Source: an optimization exercise on an open RTL-to-GDS flow (aim: small area and a short achievable clock period). Production flows keep margins and buffers that such runs may drop. At most, simulation tests tie the RTL to the original design; equivalence was not proved.

==> tundra <==
==> flow/design.v <==
module minifloat_unit (
    input  wire        clk,
    input  wire [4:0]  op,
    input  wire [31:0] a,
    input  wire [31:0] b,
    output wire [31:0] y,
    output wire [1:0]  st
);
    wire [11:0] ahi_d;
    wire [4:0]  tz_d;
    wire        or_d;
    mf_front u_front (.op(op), .a(a), .b(b[7:0]), .ahi(ahi_d), .tz(tz_d), .or19_11(or_d));
    reg [4:0]  op_q;
    reg [7:0]  p_q;        
    reg [11:0] ahi_q;      
    reg [2:0]  amid_q;     
    reg        a16_q;      
    reg        or_q;       
    reg [4:0]  tz_q;       
    always @(posedge clk) begin
        op_q   <= op;
        p_q    <= a[7:0];
        ahi_q  <= ahi_d;
        amid_q <= a[10:8];
        a16_q  <= a[16];
        or_q   <= or_d;
        tz_q   <= tz_d;
    end
    wire [7:0] lo_d;
    wire [8:0] hi_d;
    wire [1:0] st_d;
    mf_core u_core (.op(op_q), .p(p_q), .q(ahi_q[11:4]), .lt(ahi_q[3]), .d(ahi_q[2:0]), .ahi(ahi_q), .amid(amid_q),
                    .a16(a16_q), .or19_11(or_q), .tz(tz_q), .lo(lo_d), .hi(hi_d), .st(st_d));
    reg [7:0]  lo_q;
    reg [8:0]  hi_q;      
    reg [1:0]  st_q;
    always @(posedge clk) begin
        lo_q <= lo_d;
        hi_q <= hi_d;
        st_q <= st_d;
    end
    assign y  = {hi_q[8:7], {4{hi_q[6]}}, hi_q[5:0], 12'd0, lo_q};
    assign st = st_q;
endmodule
module mf_front (
    input  wire [4:0]  op,
    input  wire [31:0] a,
    input  wire [7:0]  b,
    output wire [11:0] ahi,       
    output wire [4:0]  tz,        
    output wire        or19_11
);
    wire       vv = (op == 5'd9) || (op[4:2] == 3'b011 && op[1:0] != 2'b11);
    wire [7:0] q  = {b[7] ^ (op == 5'd13), b[6:0]};
    wire       lt = (a[6:4] < b[6:4]);
    wire [2:0] d  = lt ? (b[6:4] - a[6:4]) : (a[6:4] - b[6:4]);
    assign ahi = vv ? {q, lt, d} : a[31:20];
    assign or19_11 = |a[19:11];
    mf_tz u_tz (.f(a[22:0]), .t(tz));
endmodule
module mf_tz (
    input  wire [22:0] f,
    output wire [4:0]  t
);
    wire [23:0] g = {1'b1, f};
    wire [5:0]  z;                   
    wire [11:0] l;                   
    genvar i;
    generate
        for (i = 0; i < 6; i = i + 1) begin : grp
            wire [3:0] w = g[4*i+3:4*i];
            assign z[i]         = ~|w;
            assign l[2*i+1]     = ~w[0] & ~w[1];
            assign l[2*i]       = ~w[0] & (w[1] | ~w[2]);
        end
    endgenerate
    wire [5:0] first = {z[4] & z[3] & z[2] & z[1] & z[0],
                        ~z[4] & z[3] & z[2] & z[1] & z[0],
                        ~z[3] & z[2] & z[1] & z[0],
                        ~z[2] & z[1] & z[0],
                        ~z[1] & z[0],
                        ~z[0]};
    assign t[4]   = z[3] & z[2] & z[1] & z[0];
    assign t[3]   = z[1] & z[0] & ~(z[2] & z[3]);
    assign t[2]   = first[1] | first[3] | first[5];
    assign t[1:0] = ({2{first[0]}} & l[1:0])  | ({2{first[1]}} & l[3:2])  |
                     ({2{first[2]}} & l[5:4])  | ({2{first[3]}} & l[7:6])  |
                     ({2{first[4]}} & l[9:8])  | ({2{first[5]}} & l[11:10]);
endmodule
module mf_core (
    input  wire [4:0]  op,
    input  wire [7:0]  p,
    input  wire [7:0]  q,
    input  wire        lt,
    input  wire [2:0]  d,
    input  wire [11:0] ahi,       
    input  wire [2:0]  amid,      
    input  wire        a16,
    input  wire        or19_11,
    input  wire [4:0]  tz,
    output reg  [7:0]  lo,        
    output wire [8:0]  hi,        
    output reg  [1:0]  st
);
    wire op_norm = (op == 5'd10);
    wire op_mul  = (op == 5'd14);
    wire [7:0]  v_l   = lt ? q : p;                   
    wire [7:0]  v_s  = lt ? p : q;                   
    wire [3:0]  ml   = v_l[3:0];
    wire [10:0] xs   = {7'd0, v_s[3:0]} << d;
    wire        same = (p[7] == q[7]);
    wire        hi0  = (xs[10:4] == 7'd0);
    wire        sgt  = !hi0 || (xs[3:0] > ml);       
    wire        tie  = hi0 && (xs[3:0] == ml);
    wire [9:0]  sum  = xs[9:0] + {6'd0, ml};
    wire [9:0]  dif1 = xs[9:0] - {6'd0, ml};
    wire [3:0]  dif2 = ml - xs[3:0];
    wire [9:0]  add_m    = same ? sum : (sgt ? dif1 : {6'd0, dif2});
    wire        add_s    = same ? p[7] : (sgt ? v_s[7] : v_l[7]);
    wire        add_zero = !same && tie;
    wire [3:0] esum      = {1'b0, p[6:4]} + {1'b0, q[6:4]};
    wire       mul_s     = p[7] ^ q[7];
    wire [7:0] mul_p     = p[3:0] * q[3:0];
    wire       mul_under = (esum < 4'd2);
    wire       mul_sat   = (esum > 4'd8);
    wire [2:0] mul_e     = esum[2:0] - 3'd2;
    wire norm_big = (ahi[11:7] != 5'd0) || (ahi[3:0] != 4'd0) || or19_11 || amid[2];
    wire [2:0] n_e   = op_norm ? ahi[6:4] : (op_mul ? mul_e : v_l[6:4]);
    wire [9:0] n_m   = op_norm ? {amid[1:0], p} : (op_mul ? {2'd0, mul_p} : add_m);
    wire       n_sat = op_norm ? norm_big : (op_mul && mul_sat);
    reg  [2:0] k;
    reg  [3:0] mo;
    always @* begin
        casez (n_m)
            10'b1?????????: begin k = 3'd6; mo = n_m[9:6]; end
            10'b01????????: begin k = 3'd5; mo = n_m[8:5]; end
            10'b001???????: begin k = 3'd4; mo = n_m[7:4]; end
            10'b0001??????: begin k = 3'd3; mo = n_m[6:3]; end
            10'b00001?????: begin k = 3'd2; mo = n_m[5:2]; end
            10'b000001????: begin k = 3'd1; mo = n_m[4:1]; end
            default:        begin k = 3'd0; mo = n_m[3:0]; end
        endcase
    end
    wire       n_s = n_sat || (n_e == 3'd7) || (k > n_e);
    wire [6:0] n_y = n_s ? 7'h70 : {n_e - k, mo};
    wire       vs = p[7];
    wire [2:0] ve = p[6:4];
    wire [3:0] vm = p[3:0];
    reg  [1:0] lp;
    reg  [2:0] fr;
    always @* begin
        casez (vm)
            4'b1???: begin lp = 2'd3; fr = vm[2:0]; end
            4'b01??: begin lp = 2'd2; fr = {vm[1:0], 1'b0}; end
            4'b001?: begin lp = 2'd1; fr = {vm[0], 2'b0}; end
            default: begin lp = 2'd0; fr = 3'd0; end
        endcase
    end
    wire [7:0]  xexp   = 8'd125 + {5'd0, ve} + {6'd0, lp};
    wire [11:0] tof_hi = (vm == 4'd0) ? {vs, 11'd0} : {vs, xexp, fr};
    assign hi = (op == 5'd15) ? {tof_hi[11:10], tof_hi[9], tof_hi[5:0]} : 9'd0;
    wire       fs   = ahi[11];
    wire [7:0] fx   = ahi[10:3];
    wire [3:0] top  = {1'b1, ahi[2:0]};
    wire       xz   = (fx == 8'd0);
    wire       fz   = (tz == 5'd23);
    wire       xlo  = (fx < 8'd125);               
    wire       xhi  = (fx > 8'd147);               
    wire [4:0] u    = fx[4:0] + 5'd3;              
    wire [5:0] qp   = {1'b0, u} + {1'b0, tz};      
    wire       low  = xlo || (!xhi && (qp < 6'd23));
    wire       high = xhi || (qp > 6'd29);
    wire [2:0] eb   = qp[2:0] + 3'd1;              
    wire       tge  = (tz >= 5'd20);
    wire [3:0] mt   = top >> tz[1:0];              
    wire [2:0] c    = 3'd4 - tz[2:0];              
    wire [3:0] e2   = {1'b0, eb} - {1'b0, c};      
    wire       e2ok = (tz >= 5'd14) && !e2[3];
    wire [6:0] inr  = (high || !(tge || e2ok)) ? 7'h70 : (tge ? {eb, mt} : {e2[2:0], top});
    wire       xabs = xz ? !fz : low;
    wire [7:0] xy   = xz ? {fs, 7'd0} : {fs, inr};
    wire [1:0] ash  = 2'd0 - fx[1:0];              
    wire [6:0] alo  = xlo ? 7'd0 : ((fx <= 8'd128) ? {3'd0, top >> ash} : 7'h70);
    wire [7:0] ay   = xz ? {fs, 7'd0} : (low ? {fs, alo} : {fs, inr});
    always @* begin
        lo = 8'd0;
        st = 2'd0;
        case (op)
            5'd0:  lo = 8'd0;
            5'd1:  lo = 8'h21;
            5'd2:  lo = {a16, amid, p[3:0]};
            5'd3:  lo = {7'd0, p[7]};
            5'd4:  lo = {5'd0, p[6:4]};
            5'd5:  lo = {4'd0, p[3:0]};
            5'd6:  lo = {7'd0, p[7]};
            5'd7:  lo = {7'd0, ~p[7]};
            5'd8:  lo = (p[6:0] == 7'd0) ? 8'd0 : (p[7] ? 8'hFF : 8'h01);
            5'd9:  lo = {7'd0, (p == q)};
            5'd10: lo = {1'b0, n_y};
            5'd11: lo = p ^ 8'h80;
            5'd12, 5'd13: lo = add_zero ? 8'd0 : {add_s, n_y};
            5'd14: lo = mul_under ? {mul_s, 7'd0} : {mul_s, n_y};
            5'd15: lo = 8'd0;
            5'd16: begin
                if (xabs) st = 2'd1;
                else      lo = xy;
            end
            5'd17: lo = ay;
            default: st = 2'd2;
        endcase
    end
endmodule
==> flow/flow/run.sh <==
#!/bin/bash
# Own layout flow: the standard ORFS flow (standard.sh) with these changes.
#  1. Synthesis is synth_recipe.tcl unchanged except that ABC maps the
#     request-stage modules mf_front and mf_tz with flow/abc_front.script and
#     the rest
#     with flow/abc.script (registers, flattening and renaming as standard).
#  2. Ports are buffered with sky130_fd_sc_hd__buf_1 instead of the delay
#     buffer buffer_ports picks by default.
#  3. Yosys maps adders to plain gates for ABC (no full/half-adder cells).
#  4. repair_timing aims at a setup margin of flow/margin.txt ns, so that it
#     works on the datapath rather than stopping once the 15 ns clock is met.
# Each tool's full output stays in orfs/logs/; make's own output goes to
# make_finish.log in this folder.
set -euo pipefail
HERE=$(pwd)
MARGIN=$(cat flow/margin.txt)
cat > my_synth.tcl <<EOT
proc abc {args} {
  set i [lsearch -exact \$args -script]
  set front \$args
  lset front [expr {\$i + 1}] $HERE/flow/abc_front.script
  yosys abc {*}\$front mf_front mf_tz
  set rest \$args
  lset rest [expr {\$i + 1}] $HERE/flow/abc.script
  yosys abc {*}\$rest
}
EOT
cat synth_recipe.tcl >> my_synth.tcl
bash standard.sh SYNTH_SCRIPT=$HERE/my_synth.tcl SETUP_SLACK_MARGIN=$MARGIN \
  "BUFFER_PORTS_ARGS=-buffer_cell sky130_fd_sc_hd__buf_1" ADDER_MAP_FILE= finish > make_finish.log 2>&1
==> flow/flow/abc.script <==
strash
dc2
balance
 rewrite
 refactor
 balance
 rewrite
 rewrite -z
 balance
 refactor -z
 rewrite -z
 balance
&get -n
&deepsyn -T 60
&put
dch -f
map -B 0.9
topo
==> flow/flow/abc_front.script <==
strash
balance
 rewrite
 refactor
 balance
 rewrite
 rewrite -z
 balance
 refactor -z
 rewrite -z
 balance
balance
 rewrite
 refactor
 balance
 rewrite
 rewrite -z
 balance
 refactor -z
 rewrite -z
 balance
dch -f
map -B 0.9
topo
buffer -c
upsize -c
dnsize -c
==> flow/flow/margin.txt <==
11.2
==> flow/standard.sh <==
#!/bin/bash
# synth_recipe.tcl (not shown) runs the flow's synth.tcl, then flattens the netlist and writes it again
# the make line also repeats each setting of config.mk as NAME=value (left out here)
make -C /OpenROAD-flow-scripts/flow DESIGN_CONFIG=/design/flow/config.mk WORK_HOME=/design/flow/orfs CLKGATE_MAP_FILE= SYNTH_SCRIPT=/design/flow/synth_recipe.tcl "${@:-finish}"
==> flow/config.mk <==
export PLATFORM = sky130hd
export DESIGN_NAME = minifloat_unit
export DESIGN_NICKNAME = minifloat_unit
export VERILOG_FILES = /design/flow/design.v
export SDC_FILE = /design/flow/constraint.sdc
export NUM_CORES = 4
export LEC_CHECK = 0
export CAP_MARGIN = 20
export CORE_MARGIN = 2
export CORE_UTILIZATION = 55
export CTS_BUF_LIST = sky130_fd_sc_hd__clkbuf_4 sky130_fd_sc_hd__clkbuf_8
export CTS_CLUSTER_DIAMETER = 60
export CTS_CLUSTER_SIZE = 24
export SLEW_MARGIN = 20
export SYNTH_HIERARCHICAL = 1
export SYNTH_MINIMUM_KEEP_SIZE = 0
==> flow/constraint.sdc <==
create_clock -name core_clock -period 15.0 [get_ports {clk}]
set_input_delay 3.0000 -clock core_clock [delete_from_list [all_inputs] [get_ports {clk}]]
set_output_delay 3.0000 -clock core_clock [all_outputs]
set_load 0.01 [all_outputs]
==> delta: changes against tundra <==
--- a/flow/design.v
+++ b/flow/design.v
@@ -7,10 +7,14 @@
     output wire [1:0]  st
 );
-    wire [11:0] ahi_d;
-    wire [4:0]  tz_d;
-    wire        or_d;
-    mf_front u_front (.op(op), .a(a), .b(b[7:0]), .ahi(ahi_d), .tz(tz_d), .or19_11(or_d));
+    wire [7:0] p_d, q_d;
+    wire [2:0] d_d;
+    wire [4:0] tz_d;
+    wire       or_d;
+    mf_front u_front (.op(op), .a(a), .b(b[7:0]), .p(p_d), .q(q_d), .d(d_d),
+                      .tz(tz_d), .or19_11(or_d));
     reg [4:0]  op_q;
     reg [7:0]  p_q;        
+    reg [7:0]  q_q;        
+    reg [2:0]  d_q;        
     reg [11:0] ahi_q;      
     reg [2:0]  amid_q;     
@@ -20,6 +24,8 @@
     always @(posedge clk) begin
         op_q   <= op;
-        p_q    <= a[7:0];
-        ahi_q  <= ahi_d;
+        p_q    <= p_d;
+        q_q    <= q_d;
+        d_q    <= d_d;
+        ahi_q  <= a[31:20];
         amid_q <= a[10:8];
         a16_q  <= a[16];
@@ -30,5 +36,5 @@
     wire [8:0] hi_d;
     wire [1:0] st_d;
-    mf_core u_core (.op(op_q), .p(p_q), .q(ahi_q[11:4]), .lt(ahi_q[3]), .d(ahi_q[2:0]), .ahi(ahi_q), .amid(amid_q),
+    mf_core u_core (.op(op_q), .p(p_q), .q(q_q), .d(d_q), .ahi(ahi_q), .amid(amid_q),
                     .a16(a16_q), .or19_11(or_q), .tz(tz_q), .lo(lo_d), .hi(hi_d), .st(st_d));
     reg [7:0]  lo_q;
@@ -47,44 +53,28 @@
     input  wire [31:0] a,
     input  wire [7:0]  b,
-    output wire [11:0] ahi,       
+    output wire [7:0]  p,
+    output wire [7:0]  q,
+    output wire [2:0]  d,
     output wire [4:0]  tz,        
     output wire        or19_11
 );
-    wire       vv = (op == 5'd9) || (op[4:2] == 3'b011 && op[1:0] != 2'b11);
-    wire [7:0] q  = {b[7] ^ (op == 5'd13), b[6:0]};
-    wire       lt = (a[6:4] < b[6:4]);
-    wire [2:0] d  = lt ? (b[6:4] - a[6:4]) : (a[6:4] - b[6:4]);
-    assign ahi = vv ? {q, lt, d} : a[31:20];
+    wire       addsub = (op[4:1] == 4'b0110);
+    wire [7:0] bn     = {b[7] ^ (addsub & op[0]), b[6:0]};
+    wire       a_lt   = (a[6:4] < b[6:4]);
+    wire       swap   = addsub & a_lt;
+    assign p = swap ? bn : a[7:0];
+    assign q = swap ? a[7:0] : bn;
+    assign d = a_lt ? (b[6:4] - a[6:4]) : (a[6:4] - b[6:4]);
     assign or19_11 = |a[19:11];
-    mf_tz u_tz (.f(a[22:0]), .t(tz));
-endmodule
-module mf_tz (
-    input  wire [22:0] f,
-    output wire [4:0]  t
-);
-    wire [23:0] g = {1'b1, f};
-    wire [5:0]  z;                   
-    wire [11:0] l;                   
-    genvar i;
-    generate
-        for (i = 0; i < 6; i = i + 1) begin : grp
-            wire [3:0] w = g[4*i+3:4*i];
-            assign z[i]         = ~|w;
-            assign l[2*i+1]     = ~w[0] & ~w[1];
-            assign l[2*i]       = ~w[0] & (w[1] | ~w[2]);
-        end
-    endgenerate
-    wire [5:0] first = {z[4] & z[3] & z[2] & z[1] & z[0],
-                        ~z[4] & z[3] & z[2] & z[1] & z[0],
-                        ~z[3] & z[2] & z[1] & z[0],
-                        ~z[2] & z[1] & z[0],
-                        ~z[1] & z[0],
-                        ~z[0]};
-    assign t[4]   = z[3] & z[2] & z[1] & z[0];
-    assign t[3]   = z[1] & z[0] & ~(z[2] & z[3]);
-    assign t[2]   = first[1] | first[3] | first[5];
-    assign t[1:0] = ({2{first[0]}} & l[1:0])  | ({2{first[1]}} & l[3:2])  |
-                     ({2{first[2]}} & l[5:4])  | ({2{first[3]}} & l[7:6])  |
-                     ({2{first[4]}} & l[9:8])  | ({2{first[5]}} & l[11:10]);
+    wire [31:0] g = {9'h1ff, a[22:0]};
+    wire        z16 = ~|g[15:0];
+    wire [15:0] h16 = z16 ? g[31:16] : g[15:0];
+    wire        z8  = ~|h16[7:0];
+    wire [7:0]  h8  = z8 ? h16[15:8] : h16[7:0];
+    wire        z4  = ~|h8[3:0];
+    wire [3:0]  h4  = z4 ? h8[7:4] : h8[3:0];
+    wire        z2  = ~|h4[1:0];
+    wire [1:0]  h2  = z2 ? h4[3:2] : h4[1:0];
+    assign tz = {z16, z8, z4, z2, ~h2[0]};
 endmodule
 module mf_core (
@@ -92,5 +82,4 @@
     input  wire [7:0]  p,
     input  wire [7:0]  q,
-    input  wire        lt,
     input  wire [2:0]  d,
     input  wire [11:0] ahi,       
@@ -105,8 +94,6 @@
     wire op_norm = (op == 5'd10);
     wire op_mul  = (op == 5'd14);
-    wire [7:0]  v_l   = lt ? q : p;                   
-    wire [7:0]  v_s  = lt ? p : q;                   
-    wire [3:0]  ml   = v_l[3:0];
-    wire [10:0] xs   = {7'd0, v_s[3:0]} << d;
+    wire [3:0]  ml   = p[3:0];
+    wire [10:0] xs   = {7'd0, q[3:0]} << d;
     wire        same = (p[7] == q[7]);
     wire        hi0  = (xs[10:4] == 7'd0);
@@ -117,5 +104,5 @@
     wire [3:0]  dif2 = ml - xs[3:0];
     wire [9:0]  add_m    = same ? sum : (sgt ? dif1 : {6'd0, dif2});
-    wire        add_s    = same ? p[7] : (sgt ? v_s[7] : v_l[7]);
+    wire        add_s    = same ? p[7] : (sgt ? q[7] : p[7]);
     wire        add_zero = !same && tie;
     wire [3:0] esum      = {1'b0, p[6:4]} + {1'b0, q[6:4]};
@@ -126,5 +113,5 @@
     wire [2:0] mul_e     = esum[2:0] - 3'd2;
     wire norm_big = (ahi[11:7] != 5'd0) || (ahi[3:0] != 4'd0) || or19_11 || amid[2];
-    wire [2:0] n_e   = op_norm ? ahi[6:4] : (op_mul ? mul_e : v_l[6:4]);
+    wire [2:0] n_e   = op_norm ? ahi[6:4] : (op_mul ? mul_e : p[6:4]);
     wire [9:0] n_m   = op_norm ? {amid[1:0], p} : (op_mul ? {2'd0, mul_p} : add_m);
     wire       n_sat = op_norm ? norm_big : (op_mul && mul_sat);
==> flow/flow/run.sh (replaced) <==
#!/bin/bash
# Own layout flow: the standard ORFS flow (standard.sh) with three changes.
#  1. Synthesis is synth_recipe.tcl unchanged except that ABC maps the logic
#     with flow/abc.script (registers, flattening and renaming as standard).
#  2. Ports are buffered with sky130_fd_sc_hd__buf_1 instead of the delay
#     buffer buffer_ports picks by default.
#  3. Yosys maps adders to plain gates for ABC (no full/half-adder cells).
#  4. repair_timing aims at a setup margin of MARGIN ns, so that it works on
#     the datapath rather than stopping once the 15 ns clock is met.
# Each tool's full output stays in orfs/logs/; make's own output goes to
# make_finish.log in this folder.
set -euo pipefail
HERE=$(pwd)
MARGIN=$(cat flow/margin.txt)
{
  echo "proc abc {args} {"
  echo "  set i [lsearch -exact \$args -script]"
  echo "  if {\$i >= 0} { lset args [expr {\$i + 1}] $HERE/flow/abc.script }"
  echo "  yosys abc {*}\$args"
  echo "}"
  cat synth_recipe.tcl
} > my_synth.tcl
bash standard.sh SYNTH_SCRIPT=$HERE/my_synth.tcl SETUP_SLACK_MARGIN=$MARGIN \
  "BUFFER_PORTS_ARGS=-buffer_cell sky130_fd_sc_hd__buf_1" ADDER_MAP_FILE= finish > make_finish.log 2>&1
==> flow/flow/abc.script (replaced) <==
strash
dch
map -B 0.9
topo
stime -c
buffer -c
upsize -c
dnsize -c
==> flow/flow/margin.txt (replaced) <==
11
CORE_UTILIZATION = 40   (was 55)
CTS_BUF_LIST = not set   (was sky130_fd_sc_hd__clkbuf_4 sky130_fd_sc_hd__clkbuf_8)
CTS_CLUSTER_DIAMETER = not set   (was 60)
CTS_CLUSTER_SIZE = not set   (was 24)
removed: flow/flow/abc_front.script
==> comparison table <==
Status: delta no timing/DRC/antenna violations; tundra no timing/DRC/antenna violations
Row Count: delta 44; tundra 33
CP startpoint: delta a[4]; tundra hi_q[6]
Period Utilization, post-route: delta 28.2%; tundra 25.3%
Layout cell share with drive strength beyond 1: delta 16.1%; tundra 14.4%
Worst endpoint required time: delta 15.26 ns; tundra 12.00 ns
Clock-pin slew of the registers on the worst-case setup and hold paths: delta 0.06 ns; tundra 0.10 ns
Count of state elements after synthesis: delta 65; tundra 54
Tap cell count: delta 184; tundra 105
Area share of the largest cell type after synthesis: delta 22.4%; tundra 23.1%
Multi-input gate share of the layout cell area: delta 59.9%; tundra 58.9%
Met3 routed WL: delta 910 um; tundra 1120 um
Layout Utilization: delta 47.2%; tundra 66.1%
Fillers: delta 1497; tundra 815
Sequential element share of the synthesized area: delta 22.4%; tundra 23.1%
Non-clock inverter total of the final layout: delta 125; tundra 114
Only the layout flow was run in tundra; the RTL was not checked for function there.

[separate check: timing with driven ports]
No port has a modelled driver above. Below, the same layouts with a new extraction and two added sets of constraints. Step 1 (the two cells are an assumption about what drives the block):
set clk [get_ports {clk}]
set_driving_cell -lib_cell sky130_fd_sc_hd__clkbuf_16 $clk
set_driving_cell -lib_cell sky130_fd_sc_hd__buf_2 [delete_from_list [all_inputs] $clk]
Step 2 moves the port delays by t, midway between the first and last clock arrival at a register: inputs arrive t later, outputs are due t later. That takes back most of the time a late clock gives input paths. Three values: ideal, step 1, step 2; two values: the first two.
run | t, ns | setup WS [ns] | clock arrival spread, ns | slew at the worst register clock pin (ns) | worst slew at a driven data input, ns
tundra | 0.344 | 11.211 / 11.178 / 10.960 | 0.010 / 0.010 | 0.10 / 0.10 | 0.04
delta | 0.356 | 10.775 / 10.772 / 10.416 | 0.010 / 0.011 | 0.06 / 0.06 | 0.05
After both steps setup and hold are still met in every run listed. For delta, which loses most, drivers alone change the setup slack by -0.003 ns; drivers and shift together by -0.359 ns.
